From an optimization exercise on the open Yosys and OpenROAD flow, aimed at small area, a short achievable clock period and few clock cycles per item; shortcuts taken in it are not production practice. The RTL was checked by simulation tests, not by an equivalence proof against the original design. Power figures rest on the tool's default switching activity, not on a simulated workload.

$ cat flow/flow/run.sh
#!/bin/bash
# The standard layout (standard.sh, all steps), except that the buffers
# placed on the input and output ports are sky130_fd_sc_hd__buf_1 cells.
set -e
export BUFFER_PORTS_ARGS="-buffer_cell sky130_fd_sc_hd__buf_1"
bash standard.sh > standard.log 2>&1
$ cat flow/standard.sh
#!/bin/bash
# synth_recipe.tcl (not shown) runs the flow's synth.tcl, then flattens the netlist and writes it again
# the make line also repeats each setting of config.mk as NAME=value (left out here)
make -C /OpenROAD-flow-scripts/flow DESIGN_CONFIG=/design/flow/config.mk WORK_HOME=/design/flow/orfs CLKGATE_MAP_FILE= SYNTH_SCRIPT=/design/flow/synth_recipe.tcl "${@:-finish}"
$ cat flow/config.mk
export PLATFORM = sky130hd
export DESIGN_NAME = qad_peak_note
export DESIGN_NICKNAME = qad_peak_note
export VERILOG_FILES = /design/flow/design.v
export SDC_FILE = /design/flow/constraint.sdc
export NUM_CORES = 4
export LEC_CHECK = 0
export CAP_MARGIN = 20
export CORE_MARGIN = 2
export CORE_UTILIZATION = 60
export CTS_CLUSTER_DIAMETER = 100
export CTS_CLUSTER_SIZE = 20
export SLEW_MARGIN = 20
$ cat flow/constraint.sdc
create_clock -name core_clock -period 15.0 [get_ports {clk}]
set_input_delay 3.0000 -clock core_clock [delete_from_list [all_inputs] [get_ports {clk}]]
set_output_delay 3.0000 -clock core_clock [all_outputs]
set_load 0.01 [all_outputs]
$ cat flow/design.v
module qad_peak_note (
    input  wire        clk,
    input  wire        rst,           
    input  wire        in_valid,
    output wire        in_ready,
    input  wire [44:0] in_re,         
    input  wire [44:0] in_im,         
    input  wire [3:0]  log2n,         
    input  wire [19:0] sr,            
    output wire        out_valid,
    input  wire        out_ready,
    output wire [3:0]  code,          
    output wire [10:0] peak_bin,
    output wire [43:0] peak_mag,
    output wire [30:0] freq,          
    output wire [8:0]  note_key,      
    output wire [3:0]  note_pc,
    output wire [5:0]  note_oct,      
    output wire [15:0] note_name,     
    output wire [31:0] note_freq,     
    output wire [31:0] note_dev       
);
    localparam M  = 10;               
    localparam QW = 2 * M + 2;        
    localparam DW = 2 * M + 5;        
    localparam LB = M + 2;            
    reg         in_ready_r;
    reg         expect_first;         
    reg  [10:0] cnt;                  
    reg  [3:0]  l2n_q;
    reg  [19:0] sr_q;
    reg         acc_done;             
    reg         s1_v, s1_first, s1_last;
    reg  [44:0] s1_a, s1_b;           
    reg  [5:0]  s1_s;                 
    reg  [4:0]  s1_oh8;               
    reg  [7:0]  s1_oh1;               
    assign in_ready = in_ready_r;
    wire   in_fire  = in_valid && in_ready_r;
    wire [3:0]  cur_l2n  = expect_first ? log2n : l2n_q;
    wire [10:0] nxt_idx  = expect_first ? 11'd0 : cnt + 11'd1;
    wire [11:0] half     = 12'd1 << (cur_l2n - 4'd1);
    wire        nxt_last = ({1'b0, nxt_idx} == half - 12'd1);
    wire [43:0] y_re = in_re[43:0] ^ {44{in_re[44]}};
    wire [43:0] y_im = in_im[43:0] ^ {44{in_im[44]}};
    wire [43:0] y_or = y_re | y_im;
    wire [44:M] sfx;                  
    wire [43:M] top;
    assign sfx[44] = 1'b0;
    genvar gi;
    generate
        for (gi = M; gi < 44; gi = gi + 1) begin : g_lod
            assign sfx[gi] = sfx[gi + 1] | y_or[gi];
            assign top[gi] = y_or[gi] & !sfx[gi + 1];
        end
    endgenerate
    reg  [5:0]  s_in;
    integer i;
    always @(*) begin
        s_in = 6'd0;
        for (i = M; i < 44; i = i + 1)
            s_in = s_in | ({6{top[i]}} & (i[5:0] - M + 6'd1));
    end
    reg         r_v, r_first, r_last;
    reg  [QW-1:0] r_r0, r_r1;
    reg  [5:0]  r_s;
    reg  [10:0] r_idx;
    reg  [44:0] x2_a, x2_b;
    wire [M+6:0] t8_a, t8_b;
    wire [M-1:0] ysh_a, ysh_b;
    wire [87:0]  ya_ext = {44'd0, s1_a[43:0]};
    wire [87:0]  yb_ext = {44'd0, s1_b[43:0]};
    genvar gj;
    generate
        for (gj = 0; gj < M + 7; gj = gj + 1) begin : g_sh8
            assign t8_a[gj] = |(s1_oh8 & {ya_ext[gj + 32], ya_ext[gj + 24], ya_ext[gj + 16],
                                         ya_ext[gj + 8], ya_ext[gj]});
            assign t8_b[gj] = |(s1_oh8 & {yb_ext[gj + 32], yb_ext[gj + 24], yb_ext[gj + 16],
                                         yb_ext[gj + 8], yb_ext[gj]});
        end
        for (gj = 0; gj < M; gj = gj + 1) begin : g_sh1
            assign ysh_a[gj] = |(s1_oh1 & t8_a[gj + 7:gj]);
            assign ysh_b[gj] = |(s1_oh1 & t8_b[gj + 7:gj]);
        end
    endgenerate
    wire        g_a   = s1_a[44] && (s1_s == 6'd0);
    wire        g_b   = s1_b[44] && (s1_s == 6'd0);
    wire [QW-1:0] sq_r0, sq_r1;
    qad_sq2 u_sq (.a(ysh_a[M-1:0]), .b(ysh_b[M-1:0]), .ga(g_a), .gb(g_b),
                  .r0(sq_r0), .r1(sq_r1));
    localparam [1:0] S_RUN    = 2'd0,    
                     S_FBWAIT = 2'd1,    
                     S_FBCALC = 2'd2,    
                     S_FBCMP  = 2'd3;    
    reg  [1:0]  st;
    reg  [44:0] c_a, c_b;             
    reg  [44:0] cand_a, cand_b;       
    reg  [10:0] cand_k;
    reg  [QW-1:0] cand_q;
    reg  [5:0]  cand_s;
    reg         ev_gt_q;              
    reg  [10:0] best_k;
    reg  [QW-1:0] q_b;                
    reg  [5:0]  s_b;                  
    reg         fe_pend;              
    wire [QW-1:0] q_k = r_r0 + r_r1;
    reg  d_eq, d_p1, d_m1, d_big;
    wire [DW-1:0] qb_al = d_m1 ? {1'b0, q_b, 2'b00} :
                          d_p1 ? {5'b0, q_b[QW-1:2]} : {3'b0, q_b};
    wire [DW-1:0] csa_x = {3'b0, r_r0};
    wire [DW-1:0] csa_y = {3'b0, r_r1};
    wire [DW-1:0] csa_z = ~qb_al;
    wire [DW-1:0] csa_s = csa_x ^ csa_y ^ csa_z;
    wire [DW-1:0] csa_c = (csa_x & csa_y) | (csa_x & csa_z) | (csa_y & csa_z);
    wire [DW-1:0] dq    = csa_s + {csa_c[DW-2:0], 1'b1};
    wire d_neg  = dq[DW-1];
    wire ge_b   = !d_neg && (|dq[DW-2:LB]);        
    wire ge_b2  = !d_neg && (|dq[DW-2:LB-1]);      
    wire ge_4b  = !d_neg && (|dq[DW-2:LB+2]);      
    wire ge_1   = !d_neg && (|dq[DW-2:0]);         
    wire le_mb  = d_neg && !(&dq[DW-2:LB]);        
    wire le_0   = d_neg || !(|dq[DW-2:0]);         
    wire gt_sure = d_big || (d_eq && ((s_b == 6'd0) ? ge_1 : ge_b))
                         || (d_p1 && ge_b2) || (d_m1 && ge_4b);
    wire near    = d_eq || d_p1 || d_m1;
    wire lt_sure = !d_big && (!near || ((r_s == 6'd0) ? le_0 : le_mb));
    wire ev      = (st == S_RUN) && r_v;
    wire ev_gt   = ev && (r_first || gt_sure);
    wire ev_unc  = ev && !r_first && !gt_sure && !lt_sure;
    reg         ex_busy, ex_fb, acc_full, pb_valid;
    reg  [5:0]  ex_cnt;
    reg  [45:0] ex_hi;
    reg  [43:0] ex_lo;
    reg  [87:0] p_best;               
    reg         xa_bit, xb_bit;       
    wire [5:0]  ex_cnt1 = ex_cnt + 6'd1;
    reg         ex_pre;
    wire [63:0] ca_ext  = {20'd0, c_a[43:0]};
    wire [63:0] cb_ext  = {20'd0, c_b[43:0]};
    wire [46:0] row_a  = xa_bit ? {3'b0, c_a[43:0]} : 47'd0;
    wire [46:0] row_b  = xb_bit ? {3'b0, c_b[43:0]} : 47'd0;
    wire        ex_cin = ex_pre && xa_bit && xb_bit;
    wire [46:0] ex_sum = {1'b0, ex_hi} + row_a + row_b + {46'd0, ex_cin};
    wire [87:0] ex_p   = {ex_hi[43:0], ex_lo};
    wire        ex_gt  = (ex_p > p_best);
    reg         isq_busy;
    reg  [5:0]  isq_cnt;
    reg  [45:0] sq_rem;
    reg  [43:0] sq_root;
    wire [47:0] sq_rem_sh = {sq_rem, p_best[87:86]};
    wire [47:0] sq_trial  = {2'b00, sq_root, 2'b01};
    wire [48:0] sq_diff   = {1'b0, sq_rem_sh} - {1'b0, sq_trial};
    wire        sq_ge     = !sq_diff[48];
    localparam [2:0] P_IDLE = 3'd0, P_HORN = 3'd1, P_NORM = 3'd2,
                     P_THR  = 3'd3, P_FIN  = 3'd4, P_NF   = 3'd5, P_DEV = 3'd6;
    reg  [2:0]  pst;
    reg  [4:0]  pcnt;                 
    reg  [10:0] pk;
    reg  [19:0] sr_p;
    reg  [3:0]  l2n_p;
    reg  [30:0] v;
    reg  [31:0] nf;
    reg  [4:0]  p;
    reg  [31:0] dev;
    reg  [4:0]  q_r;
    reg  [3:0]  rr_r;
    reg         out_v;
    reg         map_done;
    wire post_free = !isq_busy && (pst == P_IDLE) && !map_done && !out_v;
    wire handoff   = fe_pend && (st == S_RUN) && !ev_gt_q && !ex_busy && pb_valid && post_free;
    reg         h_bit;                
    wire [4:0]  hb_idx = {1'b0, l2n_p} - 5'd3 - pcnt;
    wire        h_bit_nx = !hb_idx[4] && pk[hb_idx[3:0]];
    wire [4:0]  hb_idx0 = {1'b0, l2n_q} - 5'd2;
    wire        h_bit0  = !hb_idx0[4] && best_k[hb_idx0[3:0]];
    wire [30:0] v_next = {v[29:0], 1'b0} + (h_bit ? {11'd0, sr_p} : 31'd0);
    wire [30:0] tq =
        (pcnt == 5'd0) ? 31'd1129491589 :
        (pcnt == 5'd1) ? 31'd1196654653 :
        (pcnt == 5'd2) ? 31'd1267811442 :
        (pcnt == 5'd3) ? 31'd1343199433 :
        (pcnt == 5'd4) ? 31'd1423070228 :
        (pcnt == 5'd5) ? 31'd1507690387 :
        (pcnt == 5'd6) ? 31'd1597342323 :
        (pcnt == 5'd7) ? 31'd1692325240 :
        (pcnt == 5'd8) ? 31'd1792956136 :
        (pcnt == 5'd9) ? 31'd1899570855 :
        (pcnt == 5'd10) ? 31'd2012525216 :
        31'd2132196193;
    wire m_ge = (nf[30:0] >= tq);
    wire [3:0] rr_sel = (pcnt == 5'd12) ? 4'd0 : pcnt[3:0];
    wire [30:0] cf =
        (rr_sel == 4'd0) ? 31'd1097337155 :
        (rr_sel == 4'd1) ? 31'd1162588218 :
        (rr_sel == 4'd2) ? 31'd1231719311 :
        (rr_sel == 4'd3) ? 31'd1304961152 :
        (rr_sel == 4'd4) ? 31'd1382558180 :
        (rr_sel == 4'd5) ? 31'd1464769368 :
        (rr_sel == 4'd6) ? 31'd1551869087 :
        (rr_sel == 4'd7) ? 31'd1644148025 :
        (rr_sel == 4'd8) ? 31'd1741914154 :
        (rr_sel == 4'd9) ? 31'd1845493760 :
        (rr_sel == 4'd10) ? 31'd1955232530 :
        31'd2071496706;
    wire [4:0] q_sel = (pcnt == 5'd12) ? p + 5'd1 : p;
    reg  dc;                          
    assign out_valid = out_v;
    assign code      = {2'b00, dc, 1'b1};
    assign peak_bin  = pk;
    assign peak_mag  = sq_root;
    assign freq      = v;
    assign note_freq = nf;
    assign note_dev  = dev;
    wire [4:0] q  = q_r;
    wire [3:0] rr = rr_r;
    wire signed [9:0] key = $signed({1'b0, q, 3'b000}) + $signed({2'b00, q, 2'b00})
                            + $signed({6'b0, rr}) - 10'sd200;
    wire [4:0] rr4  = {1'b0, rr} + 5'd4;
    wire       wrap = (rr4 >= 5'd12);
    wire [3:0] pc   = wrap ? rr4[3:0] - 4'd12 : rr4[3:0];
    wire signed [5:0] oct = $signed({1'b0, q}) - 6'sd17 + $signed({5'b0, wrap});
    wire [15:0] name =
        (pc == 4'd0) ? 16'h0043 :
        (pc == 4'd1) ? 16'h2343 :
        (pc == 4'd2) ? 16'h0044 :
        (pc == 4'd3) ? 16'h2344 :
        (pc == 4'd4) ? 16'h0045 :
        (pc == 4'd5) ? 16'h0046 :
        (pc == 4'd6) ? 16'h2346 :
        (pc == 4'd7) ? 16'h0047 :
        (pc == 4'd8) ? 16'h2347 :
        (pc == 4'd9) ? 16'h0041 :
        (pc == 4'd10) ? 16'h2341 :
        16'h0042;
    assign note_key  = dc ? 9'd0  : key[8:0];
    assign note_pc   = dc ? 4'd0  : pc;
    assign note_oct  = dc ? 6'd0  : oct;
    assign note_name = dc ? 16'd0 : name;
    reg [1:0] st_nx;
    always @(*) begin
        st_nx = st;
        case (st)
            S_RUN:    if (ev_unc) st_nx = S_FBWAIT;
            S_FBWAIT: if (!ex_busy && pb_valid && !isq_busy && !ev_gt_q) st_nx = S_FBCALC;
            S_FBCALC: if (ex_cnt == 6'd43 && !ex_pre) st_nx = S_FBCMP;
            default:  st_nx = S_RUN;
        endcase
    end
    wire r_adv       = s1_v && (!r_v || ev);               
    wire [5:0] r_s_nx = r_adv ? s1_s : r_s;
    wire [6:0] rn1    = {1'b0, r_s_nx} + 7'd1;
    wire [6:0] sb1    = {1'b0, s_b} + 7'd1;
    wire [6:0] rs1    = {1'b0, r_s} + 7'd1;
    wire [6:0] cs1    = {1'b0, cand_s} + 7'd1;
    wire [3:0] cmp_keep = {({1'b0, r_s_nx} > sb1), (rn1 == {1'b0, s_b}),
                           ({1'b0, r_s_nx} == sb1), (r_s_nx == s_b)};
    wire [3:0] cmp_bin  = {({1'b0, r_s_nx} > rs1), (rn1 == {1'b0, r_s}),
                           ({1'b0, r_s_nx} == rs1), (r_s_nx == r_s)};
    wire [3:0] cmp_cand = {({1'b0, r_s_nx} > cs1), (rn1 == {1'b0, cand_s}),
                           ({1'b0, r_s_nx} == cs1), (r_s_nx == cand_s)};
    wire       fb_win   = (st == S_FBCMP) && ex_gt;
    wire [3:0] cmp_nx   = fb_win ? cmp_cand : ev_gt ? cmp_bin : cmp_keep;
    wire s1_v_nx     = in_fire || (s1_v && !r_adv);
    wire r_v_nx      = r_adv || (r_v && !ev);
    wire acc_done_nx = (acc_done && !handoff) || (in_fire && nxt_last);
    wire ex_start    = ev_gt_q;                            
    wire fb_start    = (st == S_FBWAIT) && (st_nx == S_FBCALC);
    always @(posedge clk) begin
        if (rst) begin
            in_ready_r   <= 1'b0;
            expect_first <= 1'b1;
            acc_done     <= 1'b0;
            s1_v         <= 1'b0;
            r_v          <= 1'b0;
            st           <= S_RUN;
            ev_gt_q      <= 1'b0;
            fe_pend      <= 1'b0;
            ex_busy      <= 1'b0;
            ex_fb        <= 1'b0;
            acc_full     <= 1'b0;
            pb_valid     <= 1'b0;
            isq_busy     <= 1'b0;
            pst          <= P_IDLE;
            out_v        <= 1'b0;
            map_done     <= 1'b0;
        end else begin
            st         <= st_nx;
            s1_v       <= s1_v_nx;
            r_v        <= r_v_nx;
            acc_done   <= acc_done_nx;
            in_ready_r <= !acc_done_nx && (!s1_v_nx || !r_v_nx || st_nx == S_RUN);
            ev_gt_q    <= ev_gt;
            {d_big, d_m1, d_p1, d_eq} <= cmp_nx;
            if (in_fire) begin
                s1_a     <= {in_re[44], y_re};
                s1_b     <= {in_im[44], y_im};
                s1_s     <= s_in;
                s1_oh8   <= 5'd1 << s_in[5:3];
                s1_oh1   <= 8'd1 << s_in[2:0];
                s1_first <= expect_first;
                s1_last  <= nxt_last;
                cnt      <= nxt_idx;
                expect_first <= nxt_last;
                if (expect_first) begin
                    l2n_q <= log2n;
                    sr_q  <= sr;
                end
            end
            if (r_adv) begin
                r_r0    <= sq_r0;
                r_r1    <= sq_r1;
                r_s     <= s1_s;
                r_first <= s1_first;
                r_last  <= s1_last;
                r_idx   <= cnt;
                x2_a    <= s1_a;
                x2_b    <= s1_b;
            end
            if (ev && r_last)
                fe_pend <= 1'b1;
            if (ev_gt) begin
                q_b <= q_k;
                s_b <= r_s;
            end
            if (ev) begin
                cand_a <= x2_a;
                cand_b <= x2_b;
                cand_k <= r_idx;
                cand_q <= q_k;
                cand_s <= r_s;
            end
            if (ev_gt_q || fb_start) begin
                c_a <= cand_a;
                c_b <= cand_b;
            end
            if (ev_gt_q)
                best_k <= cand_k;
            if (ex_start || fb_start) begin
                xa_bit   <= cand_a[44];
                xb_bit   <= cand_b[44];
                ex_pre   <= 1'b1;
                ex_busy  <= 1'b1;
                ex_fb    <= fb_start;
                ex_cnt   <= 6'd0;
                ex_hi    <= 46'd0;
                acc_full <= 1'b0;
                if (ex_start)
                    pb_valid <= 1'b0;
            end else if (ex_busy && ex_pre) begin
                ex_pre <= 1'b0;
                xa_bit <= c_a[0];
                xb_bit <= c_b[0];
                ex_hi  <= {ex_sum[44:0], xa_bit ^ xb_bit};
            end else if (ex_busy) begin
                xa_bit <= ca_ext[ex_cnt1];
                xb_bit <= cb_ext[ex_cnt1];
                ex_hi  <= ex_sum[46:1];
                ex_lo  <= {ex_sum[0], ex_lo[43:1]};
                ex_cnt <= ex_cnt + 6'd1;
                if (ex_cnt == 6'd43) begin
                    ex_busy  <= 1'b0;
                    acc_full <= !ex_fb;
                end
            end else if (acc_full && !isq_busy) begin
                p_best   <= ex_p;
                pb_valid <= 1'b1;
                acc_full <= 1'b0;
            end
            if (fb_win) begin
                p_best <= ex_p;
                best_k <= cand_k;
                q_b    <= cand_q;
                s_b    <= cand_s;
            end
            if (handoff) begin
                fe_pend  <= 1'b0;
                pb_valid <= 1'b0;
                isq_busy <= 1'b1;
                isq_cnt  <= 6'd0;
                sq_rem   <= 46'd0;
                sq_root  <= 44'd0;
                pk       <= best_k;
                dc       <= (best_k == 11'd0);
                sr_p     <= sr_q;
                l2n_p    <= l2n_q;
                v        <= 31'd0;
                pcnt     <= 5'd0;
                h_bit    <= h_bit0;
                pst      <= P_HORN;
            end
            if (isq_busy) begin
                p_best <= {p_best[85:0], 2'b00};
                if (sq_ge) begin
                    sq_rem  <= sq_diff[45:0];
                    sq_root <= {sq_root[42:0], 1'b1};
                end else begin
                    sq_rem  <= sq_rem_sh[45:0];
                    sq_root <= {sq_root[42:0], 1'b0};
                end
                isq_cnt <= isq_cnt + 6'd1;
                if (isq_cnt == 6'd43)
                    isq_busy <= 1'b0;
            end
            case (pst)
                P_HORN: begin
                    v    <= v_next;
                    h_bit <= h_bit_nx;
                    pcnt <= pcnt + 5'd1;
                    if (pcnt == 5'd10) begin
                        nf   <= {1'b0, v_next};
                        p    <= 5'd30;
                        pst  <= dc ? P_DEV : P_NORM;
                    end
                end
                P_NORM: begin
                    if (nf[30:23] == 8'd0) begin
                        nf <= {1'b0, nf[22:0], 8'd0};
                        p  <= p - 5'd8;
                    end else if (!nf[30]) begin
                        nf <= {1'b0, nf[29:0], 1'b0};
                        p  <= p - 5'd1;
                    end else begin
                        pcnt <= 5'd0;
                        pst  <= P_THR;
                    end
                end
                P_THR: begin
                    if (pcnt != 5'd12 && m_ge)
                        pcnt <= pcnt + 5'd1;
                    else
                        pst <= P_FIN;
                end
                P_FIN: begin
                    q_r  <= q_sel;
                    rr_r <= rr_sel;
                    if (q_sel >= 5'd30) begin
                        nf  <= (q_sel == 5'd31) ? {cf, 1'b0} : {1'b0, cf};
                        pst <= P_DEV;
                    end else begin
                        nf  <= {1'b0, cf};
                        pcnt <= 5'd29 - q_sel;
                        pst <= P_NF;
                    end
                end
                P_NF: begin
                    if (pcnt >= 5'd8) begin
                        nf   <= nf >> 8;
                        pcnt <= pcnt - 5'd8;
                    end else if (pcnt != 5'd0) begin
                        nf   <= nf >> 1;
                        pcnt <= pcnt - 5'd1;
                    end else begin
                        nf  <= (nf >> 1) + {31'd0, nf[0]};
                        pst <= P_DEV;
                    end
                end
                P_DEV: begin
                    if (dc) begin
                        nf  <= 32'd0;
                        dev <= 32'd0;
                    end else
                        dev <= {1'b0, v} - nf;
                    pst <= P_IDLE;
                end
                default: ;
            endcase
            if (pst == P_DEV)
                map_done <= 1'b1;
            if (map_done && !isq_busy) begin
                map_done <= 1'b0;
                out_v    <= 1'b1;
            end
            if (out_v && out_ready)
                out_v <= 1'b0;
        end
    end
endmodule
module qad_sq2 (
    input  wire [9:0] a,
    input  wire [9:0] b,
    input  wire        ga,
    input  wire        gb,
    output wire [21:0] r0,
    output wire [21:0] r1
);
    wire t1, t2;
    assign t1 = (a[0] & a[9]) ^ (a[1] & a[8]);
    assign t2 = (a[0] & a[9]) & (a[1] & a[8]);
    wire t3, t4;
    assign t3 = (a[0] & a[5]) ^ (a[1] & a[4]);
    assign t4 = (a[0] & a[5]) & (a[1] & a[4]);
    wire t5, t6;
    assign t5 = (a[0] & a[7]) ^ (a[1] & a[6]) ^ (a[2] & a[5]);
    assign t6 = ((a[0] & a[7]) & (a[1] & a[6])) | ((a[0] & a[7]) & (a[2] & a[5])) | ((a[1] & a[6]) & (a[2] & a[5]));
    wire t7, t8;
    assign t7 = (a[3] & a[4]) ^ a[4];
    assign t8 = (a[3] & a[4]) & a[4];
    wire t9, t10;
    assign t9 = (a[0] & a[8]) ^ (a[1] & a[7]) ^ (a[2] & a[6]);
    assign t10 = ((a[0] & a[8]) & (a[1] & a[7])) | ((a[0] & a[8]) & (a[2] & a[6])) | ((a[1] & a[7]) & (a[2] & a[6]));
    wire t11, t12;
    assign t11 = (a[3] & a[5]) ^ (ga & a[8]);
    assign t12 = (a[3] & a[5]) & (ga & a[8]);
    wire t13, t14;
    assign t13 = t1 ^ (a[2] & a[7]) ^ (a[3] & a[6]);
    assign t14 = (t1 & (a[2] & a[7])) | (t1 & (a[3] & a[6])) | ((a[2] & a[7]) & (a[3] & a[6]));
    wire t15, t16;
    assign t15 = (a[4] & a[5]) ^ a[5] ^ (ga & a[9]);
    assign t16 = ((a[4] & a[5]) & a[5]) | ((a[4] & a[5]) & (ga & a[9])) | (a[5] & (ga & a[9]));
    wire t17, t18;
    assign t17 = (b[0] & b[9]) ^ (b[1] & b[8]) ^ (b[2] & b[7]);
    assign t18 = ((b[0] & b[9]) & (b[1] & b[8])) | ((b[0] & b[9]) & (b[2] & b[7])) | ((b[1] & b[8]) & (b[2] & b[7]));
    wire t19, t20;
    assign t19 = t2 ^ (a[1] & a[9]) ^ (a[2] & a[8]);
    assign t20 = (t2 & (a[1] & a[9])) | (t2 & (a[2] & a[8])) | ((a[1] & a[9]) & (a[2] & a[8]));
    wire t21, t22;
    assign t21 = (a[3] & a[7]) ^ (a[4] & a[6]);
    assign t22 = (a[3] & a[7]) & (a[4] & a[6]);
    wire t23, t24;
    assign t23 = (a[2] & a[9]) ^ (a[3] & a[8]) ^ (a[4] & a[7]);
    assign t24 = ((a[2] & a[9]) & (a[3] & a[8])) | ((a[2] & a[9]) & (a[4] & a[7])) | ((a[3] & a[8]) & (a[4] & a[7]));
    wire t25, t26;
    assign t25 = (a[5] & a[6]) ^ a[6];
    assign t26 = (a[5] & a[6]) & a[6];
    wire t27, t28;
    assign t27 = (a[0] & a[3]) ^ (a[1] & a[2]) ^ a[2];
    assign t28 = ((a[0] & a[3]) & (a[1] & a[2])) | ((a[0] & a[3]) & a[2]) | ((a[1] & a[2]) & a[2]);
    wire t29, t30;
    assign t29 = (a[0] & a[4]) ^ (a[1] & a[3]);
    assign t30 = (a[0] & a[4]) & (a[1] & a[3]);
    wire t31, t32;
    assign t31 = t3 ^ (a[2] & a[3]) ^ a[3];
    assign t32 = (t3 & (a[2] & a[3])) | (t3 & a[3]) | ((a[2] & a[3]) & a[3]);
    wire t33, t34;
    assign t33 = (ga & a[5]) ^ (b[0] & b[5]) ^ (b[1] & b[4]);
    assign t34 = ((ga & a[5]) & (b[0] & b[5])) | ((ga & a[5]) & (b[1] & b[4])) | ((b[0] & b[5]) & (b[1] & b[4]));
    wire t35, t36;
    assign t35 = t4 ^ (a[0] & a[6]) ^ (a[1] & a[5]);
    assign t36 = (t4 & (a[0] & a[6])) | (t4 & (a[1] & a[5])) | ((a[0] & a[6]) & (a[1] & a[5]));
    wire t37, t38;
    assign t37 = (a[2] & a[4]) ^ (ga & a[6]) ^ (b[0] & b[6]);
    assign t38 = ((a[2] & a[4]) & (ga & a[6])) | ((a[2] & a[4]) & (b[0] & b[6])) | ((ga & a[6]) & (b[0] & b[6]));
    wire t39, t40;
    assign t39 = (b[1] & b[5]) ^ (b[2] & b[4]);
    assign t40 = (b[1] & b[5]) & (b[2] & b[4]);
    wire t41, t42;
    assign t41 = t5 ^ t7 ^ (ga & a[7]);
    assign t42 = (t5 & t7) | (t5 & (ga & a[7])) | (t7 & (ga & a[7]));
    wire t43, t44;
    assign t43 = (b[0] & b[7]) ^ (b[1] & b[6]) ^ (b[2] & b[5]);
    assign t44 = ((b[0] & b[7]) & (b[1] & b[6])) | ((b[0] & b[7]) & (b[2] & b[5])) | ((b[1] & b[6]) & (b[2] & b[5]));
    wire t45, t46;
    assign t45 = (b[3] & b[4]) ^ b[4] ^ (gb & b[7]);
    assign t46 = ((b[3] & b[4]) & b[4]) | ((b[3] & b[4]) & (gb & b[7])) | (b[4] & (gb & b[7]));
    wire t47, t48;
    assign t47 = t6 ^ t8 ^ t9;
    assign t48 = (t6 & t8) | (t6 & t9) | (t8 & t9);
    wire t49, t50;
    assign t49 = t11 ^ (b[0] & b[8]) ^ (b[1] & b[7]);
    assign t50 = (t11 & (b[0] & b[8])) | (t11 & (b[1] & b[7])) | ((b[0] & b[8]) & (b[1] & b[7]));
    wire t51, t52;
    assign t51 = (b[2] & b[6]) ^ (b[3] & b[5]) ^ (gb & b[8]);
    assign t52 = ((b[2] & b[6]) & (b[3] & b[5])) | ((b[2] & b[6]) & (gb & b[8])) | ((b[3] & b[5]) & (gb & b[8]));
    wire t53, t54;
    assign t53 = t10 ^ t12 ^ t13;
    assign t54 = (t10 & t12) | (t10 & t13) | (t12 & t13);
    wire t55, t56;
    assign t55 = t15 ^ t17 ^ (b[3] & b[6]);
    assign t56 = (t15 & t17) | (t15 & (b[3] & b[6])) | (t17 & (b[3] & b[6]));
    wire t57, t58;
    assign t57 = (b[4] & b[5]) ^ b[5] ^ (gb & b[9]);
    assign t58 = ((b[4] & b[5]) & b[5]) | ((b[4] & b[5]) & (gb & b[9])) | (b[5] & (gb & b[9]));
    wire t59, t60;
    assign t59 = t14 ^ t16 ^ t18;
    assign t60 = (t14 & t16) | (t14 & t18) | (t16 & t18);
    wire t61, t62;
    assign t61 = t19 ^ t21 ^ (b[1] & b[9]);
    assign t62 = (t19 & t21) | (t19 & (b[1] & b[9])) | (t21 & (b[1] & b[9]));
    wire t63, t64;
    assign t63 = (b[2] & b[8]) ^ (b[3] & b[7]) ^ (b[4] & b[6]);
    assign t64 = ((b[2] & b[8]) & (b[3] & b[7])) | ((b[2] & b[8]) & (b[4] & b[6])) | ((b[3] & b[7]) & (b[4] & b[6]));
    wire t65, t66;
    assign t65 = t20 ^ t22 ^ t23;
    assign t66 = (t20 & t22) | (t20 & t23) | (t22 & t23);
    wire t67, t68;
    assign t67 = t25 ^ (b[2] & b[9]) ^ (b[3] & b[8]);
    assign t68 = (t25 & (b[2] & b[9])) | (t25 & (b[3] & b[8])) | ((b[2] & b[9]) & (b[3] & b[8]));
    wire t69, t70;
    assign t69 = (b[4] & b[7]) ^ (b[5] & b[6]) ^ b[6];
    assign t70 = ((b[4] & b[7]) & (b[5] & b[6])) | ((b[4] & b[7]) & b[6]) | ((b[5] & b[6]) & b[6]);
    wire t71, t72;
    assign t71 = t24 ^ t26 ^ (a[3] & a[9]);
    assign t72 = (t24 & t26) | (t24 & (a[3] & a[9])) | (t26 & (a[3] & a[9]));
    wire t73, t74;
    assign t73 = (a[4] & a[8]) ^ (a[5] & a[7]) ^ (b[3] & b[9]);
    assign t74 = ((a[4] & a[8]) & (a[5] & a[7])) | ((a[4] & a[8]) & (b[3] & b[9])) | ((a[5] & a[7]) & (b[3] & b[9]));
    wire t75, t76;
    assign t75 = (b[4] & b[8]) ^ (b[5] & b[7]);
    assign t76 = (b[4] & b[8]) & (b[5] & b[7]);
    wire t77, t78;
    assign t77 = (a[4] & a[9]) ^ (a[5] & a[8]) ^ (a[6] & a[7]);
    assign t78 = ((a[4] & a[9]) & (a[5] & a[8])) | ((a[4] & a[9]) & (a[6] & a[7])) | ((a[5] & a[8]) & (a[6] & a[7]));
    wire t79, t80;
    assign t79 = a[7] ^ (b[4] & b[9]) ^ (b[5] & b[8]);
    assign t80 = (a[7] & (b[4] & b[9])) | (a[7] & (b[5] & b[8])) | ((b[4] & b[9]) & (b[5] & b[8]));
    wire t81, t82;
    assign t81 = (b[6] & b[7]) ^ b[7];
    assign t82 = (b[6] & b[7]) & b[7];
    wire t83, t84;
    assign t83 = (a[5] & a[9]) ^ (a[6] & a[8]);
    assign t84 = (a[5] & a[9]) & (a[6] & a[8]);
    wire t85, t86;
    assign t85 = (a[6] & a[9]) ^ (a[7] & a[8]);
    assign t86 = (a[6] & a[9]) & (a[7] & a[8]);
    wire t87, t88;
    assign t87 = (a[0] & a[1]) ^ a[1] ^ (ga & a[1]);
    assign t88 = ((a[0] & a[1]) & a[1]) | ((a[0] & a[1]) & (ga & a[1])) | (a[1] & (ga & a[1]));
    wire t89, t90;
    assign t89 = (a[0] & a[2]) ^ (ga & a[2]);
    assign t90 = (a[0] & a[2]) & (ga & a[2]);
    wire t91, t92;
    assign t91 = t27 ^ (ga & a[3]) ^ (b[0] & b[3]);
    assign t92 = (t27 & (ga & a[3])) | (t27 & (b[0] & b[3])) | ((ga & a[3]) & (b[0] & b[3]));
    wire t93, t94;
    assign t93 = (b[1] & b[2]) ^ b[2];
    assign t94 = (b[1] & b[2]) & b[2];
    wire t95, t96;
    assign t95 = t28 ^ t29 ^ (ga & a[4]);
    assign t96 = (t28 & t29) | (t28 & (ga & a[4])) | (t29 & (ga & a[4]));
    wire t97, t98;
    assign t97 = (b[0] & b[4]) ^ (b[1] & b[3]) ^ (gb & b[4]);
    assign t98 = ((b[0] & b[4]) & (b[1] & b[3])) | ((b[0] & b[4]) & (gb & b[4])) | ((b[1] & b[3]) & (gb & b[4]));
    wire t99, t100;
    assign t99 = t30 ^ t31 ^ t33;
    assign t100 = (t30 & t31) | (t30 & t33) | (t31 & t33);
    wire t101, t102;
    assign t101 = (b[2] & b[3]) ^ b[3] ^ (gb & b[5]);
    assign t102 = ((b[2] & b[3]) & b[3]) | ((b[2] & b[3]) & (gb & b[5])) | (b[3] & (gb & b[5]));
    wire t103, t104;
    assign t103 = t32 ^ t34 ^ t35;
    assign t104 = (t32 & t34) | (t32 & t35) | (t34 & t35);
    wire t105, t106;
    assign t105 = t37 ^ t39 ^ (gb & b[6]);
    assign t106 = (t37 & t39) | (t37 & (gb & b[6])) | (t39 & (gb & b[6]));
    wire t107, t108;
    assign t107 = t36 ^ t38 ^ t40;
    assign t108 = (t36 & t38) | (t36 & t40) | (t38 & t40);
    wire t109, t110;
    assign t109 = t41 ^ t43 ^ t45;
    assign t110 = (t41 & t43) | (t41 & t45) | (t43 & t45);
    wire t111, t112;
    assign t111 = t42 ^ t44 ^ t46;
    assign t112 = (t42 & t44) | (t42 & t46) | (t44 & t46);
    wire t113, t114;
    assign t113 = t47 ^ t49 ^ t51;
    assign t114 = (t47 & t49) | (t47 & t51) | (t49 & t51);
    wire t115, t116;
    assign t115 = t48 ^ t50 ^ t52;
    assign t116 = (t48 & t50) | (t48 & t52) | (t50 & t52);
    wire t117, t118;
    assign t117 = t53 ^ t55 ^ t57;
    assign t118 = (t53 & t55) | (t53 & t57) | (t55 & t57);
    wire t119, t120;
    assign t119 = t54 ^ t56 ^ t58;
    assign t120 = (t54 & t56) | (t54 & t58) | (t56 & t58);
    wire t121, t122;
    assign t121 = t59 ^ t61 ^ t63;
    assign t122 = (t59 & t61) | (t59 & t63) | (t61 & t63);
    wire t123, t124;
    assign t123 = t60 ^ t62 ^ t64;
    assign t124 = (t60 & t62) | (t60 & t64) | (t62 & t64);
    wire t125, t126;
    assign t125 = t65 ^ t67 ^ t69;
    assign t126 = (t65 & t67) | (t65 & t69) | (t67 & t69);
    wire t127, t128;
    assign t127 = t66 ^ t68 ^ t70;
    assign t128 = (t66 & t68) | (t66 & t70) | (t68 & t70);
    wire t129, t130;
    assign t129 = t71 ^ t73 ^ t75;
    assign t130 = (t71 & t73) | (t71 & t75) | (t73 & t75);
    wire t131, t132;
    assign t131 = t72 ^ t74 ^ t76;
    assign t132 = (t72 & t74) | (t72 & t76) | (t74 & t76);
    wire t133, t134;
    assign t133 = t77 ^ t79 ^ t81;
    assign t134 = (t77 & t79) | (t77 & t81) | (t79 & t81);
    wire t135, t136;
    assign t135 = t78 ^ t80 ^ t82;
    assign t136 = (t78 & t80) | (t78 & t82) | (t80 & t82);
    wire t137, t138;
    assign t137 = t83 ^ (b[5] & b[9]) ^ (b[6] & b[8]);
    assign t138 = (t83 & (b[5] & b[9])) | (t83 & (b[6] & b[8])) | ((b[5] & b[9]) & (b[6] & b[8]));
    wire t139, t140;
    assign t139 = t84 ^ t85 ^ a[8];
    assign t140 = (t84 & t85) | (t84 & a[8]) | (t85 & a[8]);
    wire t141, t142;
    assign t141 = (b[6] & b[9]) ^ (b[7] & b[8]) ^ b[8];
    assign t142 = ((b[6] & b[9]) & (b[7] & b[8])) | ((b[6] & b[9]) & b[8]) | ((b[7] & b[8]) & b[8]);
    wire t143, t144;
    assign t143 = t86 ^ (a[7] & a[9]);
    assign t144 = t86 & (a[7] & a[9]);
    wire t145, t146;
    assign t145 = (a[8] & a[9]) ^ a[9];
    assign t146 = (a[8] & a[9]) & a[9];
    wire t147, t148;
    assign t147 = a[0] ^ ga;
    assign t148 = a[0] & ga;
    wire t149, t150;
    assign t149 = t87 ^ (b[0] & b[1]);
    assign t150 = t87 & (b[0] & b[1]);
    wire t151, t152;
    assign t151 = t88 ^ t89 ^ (b[0] & b[2]);
    assign t152 = (t88 & t89) | (t88 & (b[0] & b[2])) | (t89 & (b[0] & b[2]));
    wire t153, t154;
    assign t153 = t90 ^ t91 ^ t93;
    assign t154 = (t90 & t91) | (t90 & t93) | (t91 & t93);
    wire t155, t156;
    assign t155 = t92 ^ t94 ^ t95;
    assign t156 = (t92 & t94) | (t92 & t95) | (t94 & t95);
    wire t157, t158;
    assign t157 = t96 ^ t98 ^ t99;
    assign t158 = (t96 & t98) | (t96 & t99) | (t98 & t99);
    wire t159, t160;
    assign t159 = t100 ^ t102 ^ t103;
    assign t160 = (t100 & t102) | (t100 & t103) | (t102 & t103);
    wire t161, t162;
    assign t161 = t104 ^ t106 ^ t107;
    assign t162 = (t104 & t106) | (t104 & t107) | (t106 & t107);
    wire t163, t164;
    assign t163 = t108 ^ t110 ^ t111;
    assign t164 = (t108 & t110) | (t108 & t111) | (t110 & t111);
    wire t165, t166;
    assign t165 = t112 ^ t114 ^ t115;
    assign t166 = (t112 & t114) | (t112 & t115) | (t114 & t115);
    wire t167, t168;
    assign t167 = t116 ^ t118 ^ t119;
    assign t168 = (t116 & t118) | (t116 & t119) | (t118 & t119);
    wire t169, t170;
    assign t169 = t120 ^ t122 ^ t123;
    assign t170 = (t120 & t122) | (t120 & t123) | (t122 & t123);
    wire t171, t172;
    assign t171 = t124 ^ t126 ^ t127;
    assign t172 = (t124 & t126) | (t124 & t127) | (t126 & t127);
    wire t173, t174;
    assign t173 = t128 ^ t130 ^ t131;
    assign t174 = (t128 & t130) | (t128 & t131) | (t130 & t131);
    wire t175, t176;
    assign t175 = t132 ^ t134 ^ t135;
    assign t176 = (t132 & t134) | (t132 & t135) | (t134 & t135);
    wire t177, t178;
    assign t177 = t136 ^ t138 ^ t139;
    assign t178 = (t136 & t138) | (t136 & t139) | (t138 & t139);
    wire t179, t180;
    assign t179 = t140 ^ t142 ^ t143;
    assign t180 = (t140 & t142) | (t140 & t143) | (t142 & t143);
    wire t181, t182;
    assign t181 = t144 ^ t145 ^ (b[8] & b[9]);
    assign t182 = (t144 & t145) | (t144 & (b[8] & b[9])) | (t145 & (b[8] & b[9]));
    wire t183, t184;
    assign t183 = t147 ^ b[0];
    assign t184 = t147 & b[0];
    wire t185, t186;
    assign t185 = t148 ^ (ga & a[0]) ^ (gb & b[0]);
    assign t186 = (t148 & (ga & a[0])) | (t148 & (gb & b[0])) | ((ga & a[0]) & (gb & b[0]));
    wire t187, t188;
    assign t187 = t149 ^ b[1] ^ (gb & b[1]);
    assign t188 = (t149 & b[1]) | (t149 & (gb & b[1])) | (b[1] & (gb & b[1]));
    wire t189, t190;
    assign t189 = t150 ^ t151 ^ (gb & b[2]);
    assign t190 = (t150 & t151) | (t150 & (gb & b[2])) | (t151 & (gb & b[2]));
    wire t191, t192;
    assign t191 = t152 ^ t153 ^ (gb & b[3]);
    assign t192 = (t152 & t153) | (t152 & (gb & b[3])) | (t153 & (gb & b[3]));
    wire t193, t194;
    assign t193 = t154 ^ t155 ^ t97;
    assign t194 = (t154 & t155) | (t154 & t97) | (t155 & t97);
    wire t195, t196;
    assign t195 = t156 ^ t157 ^ t101;
    assign t196 = (t156 & t157) | (t156 & t101) | (t157 & t101);
    wire t197, t198;
    assign t197 = t158 ^ t159 ^ t105;
    assign t198 = (t158 & t159) | (t158 & t105) | (t159 & t105);
    wire t199, t200;
    assign t199 = t160 ^ t161 ^ t109;
    assign t200 = (t160 & t161) | (t160 & t109) | (t161 & t109);
    wire t201, t202;
    assign t201 = t162 ^ t163 ^ t113;
    assign t202 = (t162 & t163) | (t162 & t113) | (t163 & t113);
    wire t203, t204;
    assign t203 = t164 ^ t165 ^ t117;
    assign t204 = (t164 & t165) | (t164 & t117) | (t165 & t117);
    wire t205, t206;
    assign t205 = t166 ^ t167 ^ t121;
    assign t206 = (t166 & t167) | (t166 & t121) | (t167 & t121);
    wire t207, t208;
    assign t207 = t168 ^ t169 ^ t125;
    assign t208 = (t168 & t169) | (t168 & t125) | (t169 & t125);
    wire t209, t210;
    assign t209 = t170 ^ t171 ^ t129;
    assign t210 = (t170 & t171) | (t170 & t129) | (t171 & t129);
    wire t211, t212;
    assign t211 = t172 ^ t173 ^ t133;
    assign t212 = (t172 & t173) | (t172 & t133) | (t173 & t133);
    wire t213, t214;
    assign t213 = t174 ^ t175 ^ t137;
    assign t214 = (t174 & t175) | (t174 & t137) | (t175 & t137);
    wire t215, t216;
    assign t215 = t176 ^ t177 ^ t141;
    assign t216 = (t176 & t177) | (t176 & t141) | (t177 & t141);
    wire t217, t218;
    assign t217 = t178 ^ t179 ^ (b[7] & b[9]);
    assign t218 = (t178 & t179) | (t178 & (b[7] & b[9])) | (t179 & (b[7] & b[9]));
    wire t219, t220;
    assign t219 = t180 ^ t181 ^ b[9];
    assign t220 = (t180 & t181) | (t180 & b[9]) | (t181 & b[9]);
    wire t221, t222;
    assign t221 = t182 ^ t146;
    assign t222 = t182 & t146;
    assign r0 = {1'b0, t222, t220, t218, t216, t214, t212, t210, t208, t206, t204, t202, t200, t198, t196, t194, t192, t190, t188, t186, t184, t183};
    assign r1 = {1'b0, 1'b0, t221, t219, t217, t215, t213, t211, t209, t207, t205, t203, t201, t199, t197, t195, t193, t191, t189, t187, t185, gb};
endmodule
==> results.py, run 1 <==
metrics = {
    "timing": {
        "finClkSkew_ns": 0.0328,
        "finalHoldViolations": 0,
        "fmax_mhz": 162,
        "rsz0062_at_grt": "no",
        "relSlewSlack_pct": 24.6,
        "final-setup-viol-count": 0,
        "worstMarginPinSlew_ns": 1.12,
        "period_needed_ns": 6.15,
        "fin_setup_tns_ns": 0,
        "fin_crit_sh_pct": 41.0,
        "slew_viol_final": 0,
        "final.setup.worst_slack_ns": 8.85,
    },
    "placement": {
        "gp_congestion": 0.979,
        "io_buffer_count": 296,
        "dp_hpwl_um": 115000,
        "post-place-ws_ns": 8.61,
        "placedCellCount": 7087,
    },
    "final_layout": {
        "nNetsFinal": 6425,
        "final_core_util_pct": 64.3,
        "drive_gt1_share_pct": 5.83,
        "final_cells": 7178,
        "nFillCells": 8265,
        "area_growth_pct": 6.74,
    },
    "drt": {
        "wl_per_cell_um": 21.1,
        "drtIter0Drc": 4406,
        "drc_errors": 0,
        "routed_wirelength_um": 151000,
        "ant_nets": 0,
        "firstDrtPassIters": 8,
        "viasPerCell": 6.02,
        "num_vias": 43200,
    },
    "logic_synthesis": {
        "yosys_warnings": 1,
        "ys_seq_elements": 1009,
        "syn_avg_cell_area_um2": 11.1,
        "synth.distinct_cells": 99,
        "synth_edf_count": 990,
        "netlist_area_um2": 62100,
        "ys_seq_area_share_pct": 48.5,
        "synthSimpleGateAreaFrac_pct": 12.5,
        "synth_fa_ha_area_share_pct": 12.7,
        "synthCells": 5588,
        "synth_ff_type": "edfxtp_1",
        "synth_mux_area_share_pct": 4.59,
        "synthXorXnorAreaFrac_pct": 4.93,
        "async_reset_ff_share_pct": 0,
        "synth_top_family_by_area": "adder cells",
        "synth_compound_area_share_pct": 12.4,
    },
    "clock_network": {
        "tritoncts": "built",
        "clk_pin_slew_worst_paths_ns": 0.09,
        "htreeDepth": 2,
        "cts_resized": 0,
        "cts_hold_buffers": 0,
        "numCtsBuffers": 57,
        "clock_tree.buffer_depth": 3,
        "post-cts-setup-buffers": 0,
        "cts_root_buf": "clkbuf_16",
        "clock-sinks": 1009,
        "worstSkewPairLatency_ns": 0.72,
    },
    "worst_setup_path": {
        "end_kind": "output port",
        "required_ns": 12.00,
        "cp_max_fo": 4,
        "critPathKind": "reg2out",
        "max_stage_delay_ns": 0.39,
        "crit_top_cell": "inv_1",
        "arrival_ns": 3.15,
        "cp_cell_sequence": "inv_1 -> ha_1 -> fa_1 -> inv_1 -> ha_1 -> inv_1 -> fa_1 -> inv_1 -> a21o_1 -> a21oi_1 -> xnor2_1 -> nor2_1 -> buf_1",
        "start_kind": "flip-flop",
        "r2r_slack_ns": 9.13,
        "slowest_stage": "fa_1",
    },
    "worst_hold_path": {
        "hold_path_class": "reg2reg",
    },
    "global_routing": {
        "grt_pass1_wl_um": 238000,
        "met3_usage_pct": 3.12,
        "grt_usage_pct": 28.4,
        "antenna_found_initial": 2,
        "grt_pass1_vias": 42100,
        "met1_usage_pct": 38.7,
        "grt_max_degree": 84,
        "use_met2_pct": 46.8,
        "globalRoute.totalOverflow": 0,
        "top_usage_layer": "met2",
    },
    "floorplan": {
        "dieArea_um2": 106000,
        "die_x_um": 326,
        "floorplan.rows": 118,
        "die_y_um": 326,
        "start_util_pct": 60.3,
        "ios": 309,
        "core_area_um2": 103000,
    },
    "pwr": {
        "p_int_w": 0.00417,
        "p_leak_nw": 25.6,
        "comb_power_share_pct": 13.3,
        "p_seq_share_pct": 57.2,
        "ir_drop_mv": 0.0948,
        "powerDensity_nw_per_um2": 84.0,
        "power.switching_w": 0.00140,
        "p_clk_share_pct": 29.5,
        "switching_share_pct": 25.1,
    },
    "flow_run": {
        "max_cap_viol_count": 0,
    },
    "run_status": {
        "status": "timing/DRC/antenna clean",
    },
}
-- metal layers --
metal	vias to the layer above	wire, um
li1	20600	-
met1	20700	64200
met2	1593	71800
met3	315	8930
met4	2	6340
met5	-	20
-- logic make-up after synthesis --
kind of cell,after synthesis
buffers and inverters,719
AO/OA/AOI/OAI,1157
AND/OR/NAND/NOR,1581
adder cells (fa/ha/maj),540
multiplexers,232
other,2
XOR/XNOR,348
flip-flops,1009
-- critical path: cells and delay by family (launching register included) --
kind | cells | cell delay (ns)
flip-flops | 1 | 0.36
AO/OA/AOI/OAI | 2 | 0.18
adder cells (fa/ha/maj) | 4 | 1.19
buffers and inverters | 5 | 0.49
AND/OR/NAND/NOR | 1 | 0.08
XOR/XNOR | 1 | 0.12
-- layout make-up --
type / instances / area [um2] / area share, %
diodes: 1 / 2.50 / 0.00378
clock inverters: 10 / 146 / 0.221
well taps: 1380 / 1730 / 2.61
clock buffers: 77 / 1510 / 2.27
flip-flops and latches: 1009 / 30100 / 45.4
inverters: 474 / 1780 / 2.68
multi-input cells: 3870 / 29400 / 44.3
repair buffers: 357 / 1620 / 2.44
-- flip-flops by register name (all words and copies together), names as in the netlist, 45 cells and up --
register	flops
cand_a	45
cand_b	45
ex_hi	46
p_best	88
s1_a	45
s1_b	45
sq_rem	46
x2_a	45
x2_b	45
-- final timing paths --
| kind | start | to | cells after the start |
|---|---|---|---|
| setup / recovery | q_r[1] | note_key[8] | 13 |
| hold / removal | cand_a[38] | c_a[38] | 0 |
| setup reg to reg | d_p1 | d_m1 | 21 |
| hold reg to reg | cand_a[38] | c_a[38] | 0 |
-- cell usage in the layout (no fill, tap or decap), types with 33 or more instances in the layout --
master | synthesis | routed
a21o_1 | 89 | 89
o21ai_0 | 203 | 202
inv_1 | 470 | 470
fa_1 | 151 | 151
nor3_1 | 93 | 93
mux2_2 | 114 | 114
nand2b_1 | 57 | 57
xnor2_1 | 173 | 173
o21a_1 | 56 | 56
edfxtp_1 | 990 | 990
buf_4 | 17 | 58
ha_1 | 387 | 387
a22oi_1 | 117 | 117
a221oi_1 | 33 | 33
and2_1 | 187 | 187
mux2i_1 | 85 | 85
and3_1 | 54 | 54
a222oi_1 | 36 | 36
xor2_1 | 174 | 174
clkbuf_16 | 0 | 57
buf_1 | 29 | 293
nor2b_1 | 100 | 100
nand4_1 | 51 | 51
nor2_1 | 450 | 442
a31oi_1 | 52 | 52
nand3_1 | 108 | 108
a21oi_1 | 310 | 305
nand2_1 | 362 | 362
-- power groups by stage --
stage          Sequential, W  Clock [W]  Combinational [W]
2_1_floorplan        0.00323          0           0.000558
3_3_place_gp         0.00325          0           0.000724
3_5_place_dp         0.00325          0           0.000738
4_1_cts              0.00319    0.00168           0.000741
5_1_grt              0.00319    0.00178           0.000851
6_report             0.00319    0.00164           0.000741
-- cells in the mapped netlist (89+ instances only) --
cell type / number / area, um2
a21o_1: 89 / 668
a21oi_1: 310 / 1550
a22oi_1: 117 / 878
and2_1: 187 / 1170
clkbuf_1: 195 / 732
edfxtp_1: 990 / 29700
fa_1: 151 / 3020
ha_1: 387 / 4840
inv_1: 470 / 1760
mux2_2: 114 / 1280
nand2_1: 362 / 1360
nand3_1: 108 / 541
nor2_1: 450 / 1690
nor2b_1: 100 / 626
nor3_1: 93 / 465
o21ai_0: 203 / 1020
xnor2_1: 173 / 1520
xor2_1: 174 / 1520
-- stage by stage --
stage / hold WS (ns) / instance area [um2] / total power (W)
finish: 0.400 / 66300 / 0.00557
global route: 0.409 / 66300 / 0.00582
CTS: 0.395 / 66200 / 0.00561
detailed placement: 0.405 / 64500 / 0.00399
global placement: 0.400 / 64500 / 0.00397
floorplan: 0.400 / 62100 / 0.00379
Testbench counts, summed over its fixed seeds: cycles 114,331, bins 108,544.
==> run 2, diff against run 1 <==
--- a/flow/design.v
+++ b/flow/design.v
@@ -65,5 +65,5 @@
     reg  [QW-1:0] r_r0, r_r1;
     reg  [5:0]  r_s;
-    reg  [10:0] r_idx;
+    wire [10:0] r_idx = cnt - {10'd0, s1_v};    
     reg  [44:0] x2_a, x2_b;
     wire [M+6:0] t8_a, t8_b;
@@ -161,7 +161,6 @@
     reg  [30:0] v;
     reg  [31:0] nf;
-    reg  [4:0]  p;
     reg  [31:0] dev;
-    reg  [4:0]  q_r;
+    reg  [4:0]  q_r;                  
     reg  [3:0]  rr_r;
     reg         out_v;
@@ -203,5 +202,5 @@
         (rr_sel == 4'd10) ? 31'd1955232530 :
         31'd2071496706;
-    wire [4:0] q_sel = (pcnt == 5'd12) ? p + 5'd1 : p;
+    wire [4:0] q_sel = (pcnt == 5'd12) ? q_r + 5'd1 : q_r;    
     reg  dc;                          
     assign out_valid = out_v;
@@ -313,5 +312,4 @@
                 r_first <= s1_first;
                 r_last  <= s1_last;
-                r_idx   <= cnt;
                 x2_a    <= s1_a;
                 x2_b    <= s1_b;
@@ -409,15 +407,15 @@
                     if (pcnt == 5'd10) begin
                         nf   <= {1'b0, v_next};
-                        p    <= 5'd30;
+                        q_r  <= 5'd30;
                         pst  <= dc ? P_DEV : P_NORM;
                     end
                 end
-                P_NORM: begin
-                    if (nf[30:23] == 8'd0) begin
+                P_NORM: begin                     
+                    if (nf[30:23] == 8'd0 && q_r >= 5'd8) begin
                         nf <= {1'b0, nf[22:0], 8'd0};
-                        p  <= p - 5'd8;
-                    end else if (!nf[30]) begin
+                        q_r <= q_r - 5'd8;
+                    end else if (!nf[30] && q_r != 5'd0) begin
                         nf <= {1'b0, nf[29:0], 1'b0};
-                        p  <= p - 5'd1;
+                        q_r <= q_r - 5'd1;
                     end else begin
                         pcnt <= 5'd0;
==> results.py, run 2 <==
metrics = {
    "run_status": {
        "status": "timing/DRC/antenna clean",
    },
    "final_layout": {
        "drive_gt1_share_pct": 6.22,
        "largestRegisters": "p_best (88), ex_hi (46), sq_rem (46)",
        "final_common_cell": "edfxtp_1",
        "seq_area_um2": 29600,
        "area_growth_pct": 6.58,
        "final_cell_mix": "edfxtp_1, nor2_1, inv_1",
        "final_core_util_pct": 64.5,
        "diodes": 0,
        "top_register": "p_best",
        "largest_reg_flops": 88,
        "nFillCells": 8133,
        "multi_input_area_um2": 29300,
        "nNetsFinal": 6443,
    },
    "clock_network": {
        "htreeDepth": 2,
        "cts_hold_buffers": 0,
        "cts_root_buf": "clkbuf_16",
        "clk_pin_slew_worst_paths_ns": 0.09,
        "numCtsBuffers": 57,
        "clock-sinks": 993,
        "post-cts-setup-buffers": 0,
        "worstSkewPairLatency_ns": 0.70,
        "clock_tree.buffer_depth": 3,
        "tritoncts": "built",
        "cts_resized": 0,
    },
    "worst_hold_path": {
        "hp-start": "cand_a[35]",
        "hold_path_class": "reg2reg",
        "hold_depth": 0,
        "min_to": "c_a[35]",
    },
    "logic_synthesis": {
        "syn_avg_cell_area_um2": 11.0,
        "ys_seq_area_share_pct": 48.2,
        "synthTopCellsByCount": "edfxtp_1, nor2_1, inv_1",
        "synth_edf_count": 974,
        "async_reset_ff_share_pct": 0,
        "yosys_warnings": 1,
        "ys_seq_elements": 993,
        "yosysTopAreaCellShare_pct": 47.5,
        "synthCells": 5603,
        "synth_ff_type": "edfxtp_1",
        "synth_area_leaders": "edfxtp_1, ha_1, fa_1",
        "synth_top_area_cell": "edfxtp_1",
        "synth.distinct_cells": 110,
        "netlist_area_um2": 61500,
        "yosysMostFrequentCell": "edfxtp_1",
    },
    "floorplan": {
        "ios": 309,
        "die_y_um": 324,
        "dieArea_um2": 105000,
        "start_util_pct": 60.5,
        "floorplan.rows": 117,
        "die_x_um": 324,
        "core_area_um2": 102000,
    },
    "global_routing": {
        "grt_pass1_wl_um": 238000,
        "antenna_found_initial": 0,
        "globalRoute.totalOverflow": 0,
        "grt_pass1_vias": 42200,
        "grt_usage_pct": 29.0,
        "grt_max_degree": 90,
    },
    "drt": {
        "drtIter0Drc": 4588,
        "ant_nets": 0,
        "wl_per_cell_um": 21.2,
        "drc_errors": 0,
        "viasPerCell": 6.03,
        "firstDrtPassIters": 9,
        "routed_wirelength_um": 152000,
        "num_vias": 43300,
    },
    "timing": {
        "finalHoldViolations": 0,
        "rsz0062_at_grt": "no",
        "worstMarginPinSlew_ns": 1.16,
        "relSlewSlack_pct": 22.5,
        "fmax_mhz": 152,
        "slew_viol_final": 0,
        "period_needed_ns": 6.58,
        "finClkSkew_ns": 0.0419,
        "fin_setup_tns_ns": 0,
        "final-setup-viol-count": 0,
        "fin_crit_sh_pct": 43.9,
    },
    "worst_setup_path": {
        "critPathKind": "reg2out",
        "max_stage_delay_ns": 0.53,
        "slowest_stage": "edfxtp_1",
        "rr_startpoint": "pcnt[0]",
        "r2r_cells": 14,
        "end_kind": "output port",
        "arrival_ns": 3.58,
        "worstSetupStartpoint": "q_r[0]",
        "cp_max_fo": 7,
        "cp_cell_sequence": "inv_1 -> ha_1 -> fa_1 -> inv_1 -> ha_1 -> inv_1 -> fa_1 -> inv_1 -> a21o_1 -> a21oi_1 -> xnor2_1 -> nor2_1 -> buf_1",
        "required_ns": 12.00,
        "crit_top_cell": "inv_1",
        "timing.rr.end": "nf[25]",
        "start_kind": "flip-flop",
        "r2r_slack_ns": 8.85,
    },
    "pwr": {
        "powerDensity_nw_per_um2": 84.7,
        "p_leak_nw": 25.1,
        "ir_drop_mv": 0.0852,
    },
    "placement": {
        "gp_congestion": 0.973,
        "dp_hpwl_um": 114000,
        "io_buffer_count": 296,
    },
    "flow_run": {
        "max_cap_viol_count": 0,
    },
}
[run 2: changes by cell type in the layout (fill, tap and decap cells not counted), moves of 27 or more]
| cell | previous run | this run |
|---|---|---|
| nor2_1 | 442 | 512 |
| and2_1 | 187 | 122 |
| a21oi_1 | 305 | 351 |
| mux2i_1 | 85 | 42 |
| nor2b_1 | 100 | 69 |
| nand2_1 | 362 | 389 |
[run 2: cell type report]
cell class	instances	area share, %
Timing Repair Buffer	354	2.37
Clock buffer	87	2.39
Sequential cell	993	45.2
Inverter	464	2.66
Clock inverter	7	0.172
Tap cell	1368	2.61
Multi-Input combinational cell	3911	44.6
[run 2: logic make-up after synthesis]
family	after synthesis	synth area share (%)
xor+xnor	356	5.08
flops	993	48.2
simple gates	1565	12.0
mux	188	3.93
compound gates	1245	13.3
buf+inv	709	4.53
fa+ha+maj	545	12.9
other cells	2	0.0122
[run 2: worst max-delay path by stage]
stage | cells past startpoint | to
after floorplan | 3 | sr_q[0]
after global placement | 14 | s1_oh1[0]
after detailed placement | 14 | s1_oh1[0]
after CTS | 13 | note_key[8]
after global routing | 13 | note_key[8]
final | 13 | note_key[8]
[run 2: through the flow]
stage	instances	hold slack [ns]	cell area, um2	total power [W]	setup WS, ns
global route	7184	0.418	65600	0.00580	8.20
CTS	7183	0.411	65600	0.00559	8.36
floorplan	5613	0.400	61600	0.00377	5.19
detailed placement	7089	0.405	63900	0.00397	8.25
global placement	7089	0.402	63900	0.00395	8.35
finish	7184	0.398	65600	0.00555	8.42
[run 2: critical path: cells and delay by family, from the launching register on]
| kind | cells | cell delay, ns |
|---|---|---|
| fa+ha+maj | 4 | 1.39 |
| simple gates | 1 | 0.10 |
| xor+xnor | 1 | 0.13 |
| buf+inv | 5 | 0.54 |
| compound gates | 2 | 0.18 |
| flops | 1 | 0.53 |
[run 2: power by group]
group	internal (W)	switching (W)
Sequential	0.00310	0.0000407
Combinational	0.000308	0.000460
Clock	0.000734	0.000909
[run 2: layer usage]
| layer | GRT usage [%] | vias up | part of all wire [%] |
|---|---|---|---|
| met3 | 3.05 | 326 | 6.2 |
| li1 | - | 20600 | - |
| met5 | 0 | - | 0 |
| met4 | 12.1 | 0 | 4.2 |
| met2 | 47.6 | 1608 | 47 |
| met1 | 39.5 | 20800 | 43 |
Testbench counts of run 2, summed over its fixed seeds: cycles 114,331, bins 108,544.
==> run 3, diff against run 2 <==
--- a/flow/config.mk
+++ b/flow/config.mk
@@ -11,3 +11,4 @@
 export CTS_CLUSTER_DIAMETER = 100
 export CTS_CLUSTER_SIZE = 20
+export PLACE_DENSITY = 0.7
 export SLEW_MARGIN = 20
==> results.py, run 3 <==
metrics = {
    "run_status": {
        "status": "timing/DRC/antenna clean",
    },
    "worst_hold_path": {
        "hold_path_class": "reg2reg",
    },
    "pwr": {
        "p_int_w": 0.00415,
        "power.switching_w": 0.00142,
        "p_seq_share_pct": 56.4,
        "p_clk_share_pct": 29.7,
        "ir_drop_mv": 0.0946,
        "powerDensity_nw_per_um2": 84.9,
        "comb_power_share_pct": 13.9,
        "p_leak_nw": 25.1,
        "switching_share_pct": 25.5,
    },
    "timing": {
        "rsz0062_at_grt": "no",
        "final.setup.worst_slack_ns": 8.46,
        "period_needed_ns": 6.54,
        "relSlewSlack_pct": 24.5,
        "fmax_mhz": 153,
        "finalHoldViolations": 0,
        "fin_setup_tns_ns": 0,
        "worstMarginPinSlew_ns": 1.13,
        "fin_crit_sh_pct": 43.6,
        "finClkSkew_ns": 0.0549,
        "final-setup-viol-count": 0,
        "slew_viol_final": 0,
    },
    "worst_setup_path": {
        "cp_cell_sequence": "inv_1 -> ha_1 -> fa_1 -> inv_1 -> ha_1 -> inv_1 -> fa_1 -> inv_1 -> a21o_1 -> a21oi_1 -> xnor2_1 -> nor2_1 -> buf_1",
        "critPathKind": "reg2out",
        "end_kind": "output port",
        "r2r_slack_ns": 8.89,
        "start_kind": "flip-flop",
        "worst-path-buf-inv": 5,
        "crit_top_cell": "inv_1",
        "critPathTopFamily": "adder cells",
        "cp_max_fo": 7,
        "max_stage_delay_ns": 0.51,
        "slowest_stage": "edfxtp_1",
        "required_ns": 12.00,
        "arrival_ns": 3.54,
    },
    "logic_synthesis": {
        "synth_top_area_cell": "edfxtp_1",
        "yosys_warnings": 1,
        "yosysTopAreaCellShare_pct": 47.5,
        "synth_edf_count": 974,
        "netlist_area_um2": 61500,
        "synthTopCellsByCount": "edfxtp_1, nor2_1, inv_1",
        "synth_area_leaders": "edfxtp_1, ha_1, fa_1",
        "synth_ff_type": "edfxtp_1",
        "ys_seq_area_share_pct": 48.2,
        "async_reset_ff_share_pct": 0,
        "syn_avg_cell_area_um2": 11.0,
        "synth.distinct_cells": 110,
        "yosysMostFrequentCell": "edfxtp_1",
        "ys_seq_elements": 993,
        "synthCells": 5603,
    },
    "drt": {
        "viasPerCell": 6.02,
        "firstDrtPassIters": 9,
        "drc_errors": 0,
        "drtIter0Drc": 4538,
        "num_vias": 43200,
        "wl_per_cell_um": 20.9,
        "ant_nets": 0,
        "routed_wirelength_um": 150000,
    },
    "clock_network": {
        "cts_resized": 0,
        "cts_root_buf": "clkbuf_16",
        "numCtsBuffers": 57,
        "worstSkewPairLatency_ns": 0.72,
        "htreeDepth": 2,
        "clock-sinks": 993,
        "cts_hold_buffers": 0,
        "tritoncts": "built",
        "clock_tree.buffer_depth": 3,
        "clk_pin_slew_worst_paths_ns": 0.09,
        "post-cts-setup-buffers": 0,
    },
    "final_layout": {
        "largest_reg_flops": 88,
        "final_core_util_pct": 64.5,
        "largestRegisters": "p_best (88), ex_hi (46), sq_rem (46)",
        "final_common_cell": "edfxtp_1",
        "area_growth_pct": 6.63,
        "top_register": "p_best",
        "nNetsFinal": 6439,
        "final_cell_mix": "edfxtp_1, nor2_1, inv_1",
        "drive_gt1_share_pct": 6.23,
    },
    "global_routing": {
        "globalRoute.totalOverflow": 0,
        "antenna_found_initial": 0,
        "grt_usage_pct": 28.5,
        "grt_pass1_wl_um": 235000,
        "grt_max_degree": 96,
        "grt_pass1_vias": 42100,
    },
    "placement": {
        "io_buffer_count": 296,
        "gp_congestion": 0.966,
        "post-place-ws_ns": 8.33,
        "dp_hpwl_um": 112000,
    },
    "floorplan": {
        "start_util_pct": 60.5,
        "die_x_um": 324,
        "floorplan.rows": 117,
        "die_y_um": 324,
        "dieArea_um2": 105000,
        "core_area_um2": 102000,
        "ios": 309,
    },
    "flow_run": {
        "max_cap_viol_count": 0,
    },
}
-- run 3: final timing paths --
check / start / to / cells after the start
worst max-delay path: q_r[0] / note_key[8] / 13
worst min-delay path: cand_k[6] / best_k[6] / 0
worst max register to register: pcnt[0] / nf[5] / 14
worst min register to register: cand_k[6] / best_k[6] / 0
-- run 3: cells by family (layout without fill, tap and decap cells) --
family          Yosys count  in the layout  synth area share, %
compound gates         1245           1245                 13.3
fa+ha+maj               545            545                 12.9
mux                     188            188                 3.93
xor+xnor                356            356                 5.08
buf+inv                 709            907                 4.53
simple gates           1565           1565                 12.0
flops                   993            993                 48.2
other cells               2             13               0.0122
-- run 3: power by group through the flow --
| stage | Combinational (W) | Sequential (W) | Clock (W) |
|---|---|---|---|
| after global placement | 0.000743 | 0.00321 | 0 |
| final | 0.000774 | 0.00314 | 0.00165 |
| after global routing | 0.000881 | 0.00315 | 0.00178 |
| after CTS | 0.000770 | 0.00314 | 0.00169 |
| after detailed placement | 0.000766 | 0.00321 | 0 |
| after floorplan | 0.000585 | 0.00319 | 0 |
-- run 3: layer usage --
layer / global-route usage (%) / wire, um
met5: 0 / 0
met4: 11.4 / 6490
met3: 3.54 / 9420
met2: 46.4 / 69800
met1: 39.1 / 64300
-- run 3: final cells by class --
class	count	area [um2]
diodes	1	2.50
inverters	464	1740
flip-flops and latches	993	29600
multi-input cells	3911	29300
clock inverters	11	161
well taps	1368	1710
clock buffers	82	1530
fillers	8112	36100
repair buffers	350	1560
-- run 3: metrics by stage --
step	hold WS (ns)	total power, W	std cells	cell area, um2
3_3_place_gp	0.401	0.00395	7083	63800
3_5_place_dp	0.405	0.00397	7083	63800
2_1_floorplan	0.400	0.00377	5613	61600
4_1_cts	0.391	0.00560	7176	65500
5_1_grt	0.396	0.00581	7179	65600
6_report	0.388	0.00557	7180	65600

==> afterwards: timing with drivers on the ports <==
Ports are ideal in the flow. The routed layouts listed here were re-timed in OpenROAD. Step 1: set_driving_cell puts a clkbuf_16 on clk and a buf_2 on each other input, an assumption about the parent block. Step 2 also shifts input and output timing later by t, the mid clock arrival at the registers, as if the neighbouring blocks saw the same clock. Slacks: ideal ports / drivers / drivers and shift; pairs: ideal ports / drivers.
| run | shift t [ns] | slack for setup (ns) | worst setup path at the end | latest minus earliest clock arrival (ns) | pins driven straight from the clock port |
|---|---|---|---|---|---|
| run 1 | 0.780 | 8.846 / 8.769 / 8.583 | input to register | 0.037 / 0.037 | 1 |
| run 2 | 0.758 | 8.422 / 8.346 / 8.224 | input to register | 0.045 / 0.045 | 1 |
| run 3 | 0.764 | 8.458 / 8.385 / 8.268 | input to register | 0.056 / 0.056 | 1 |
After both steps setup and hold are still met in every run listed. For run 1, which loses most, drivers alone change the setup slack by -0.077 ns; drivers and shift together by -0.263 ns.
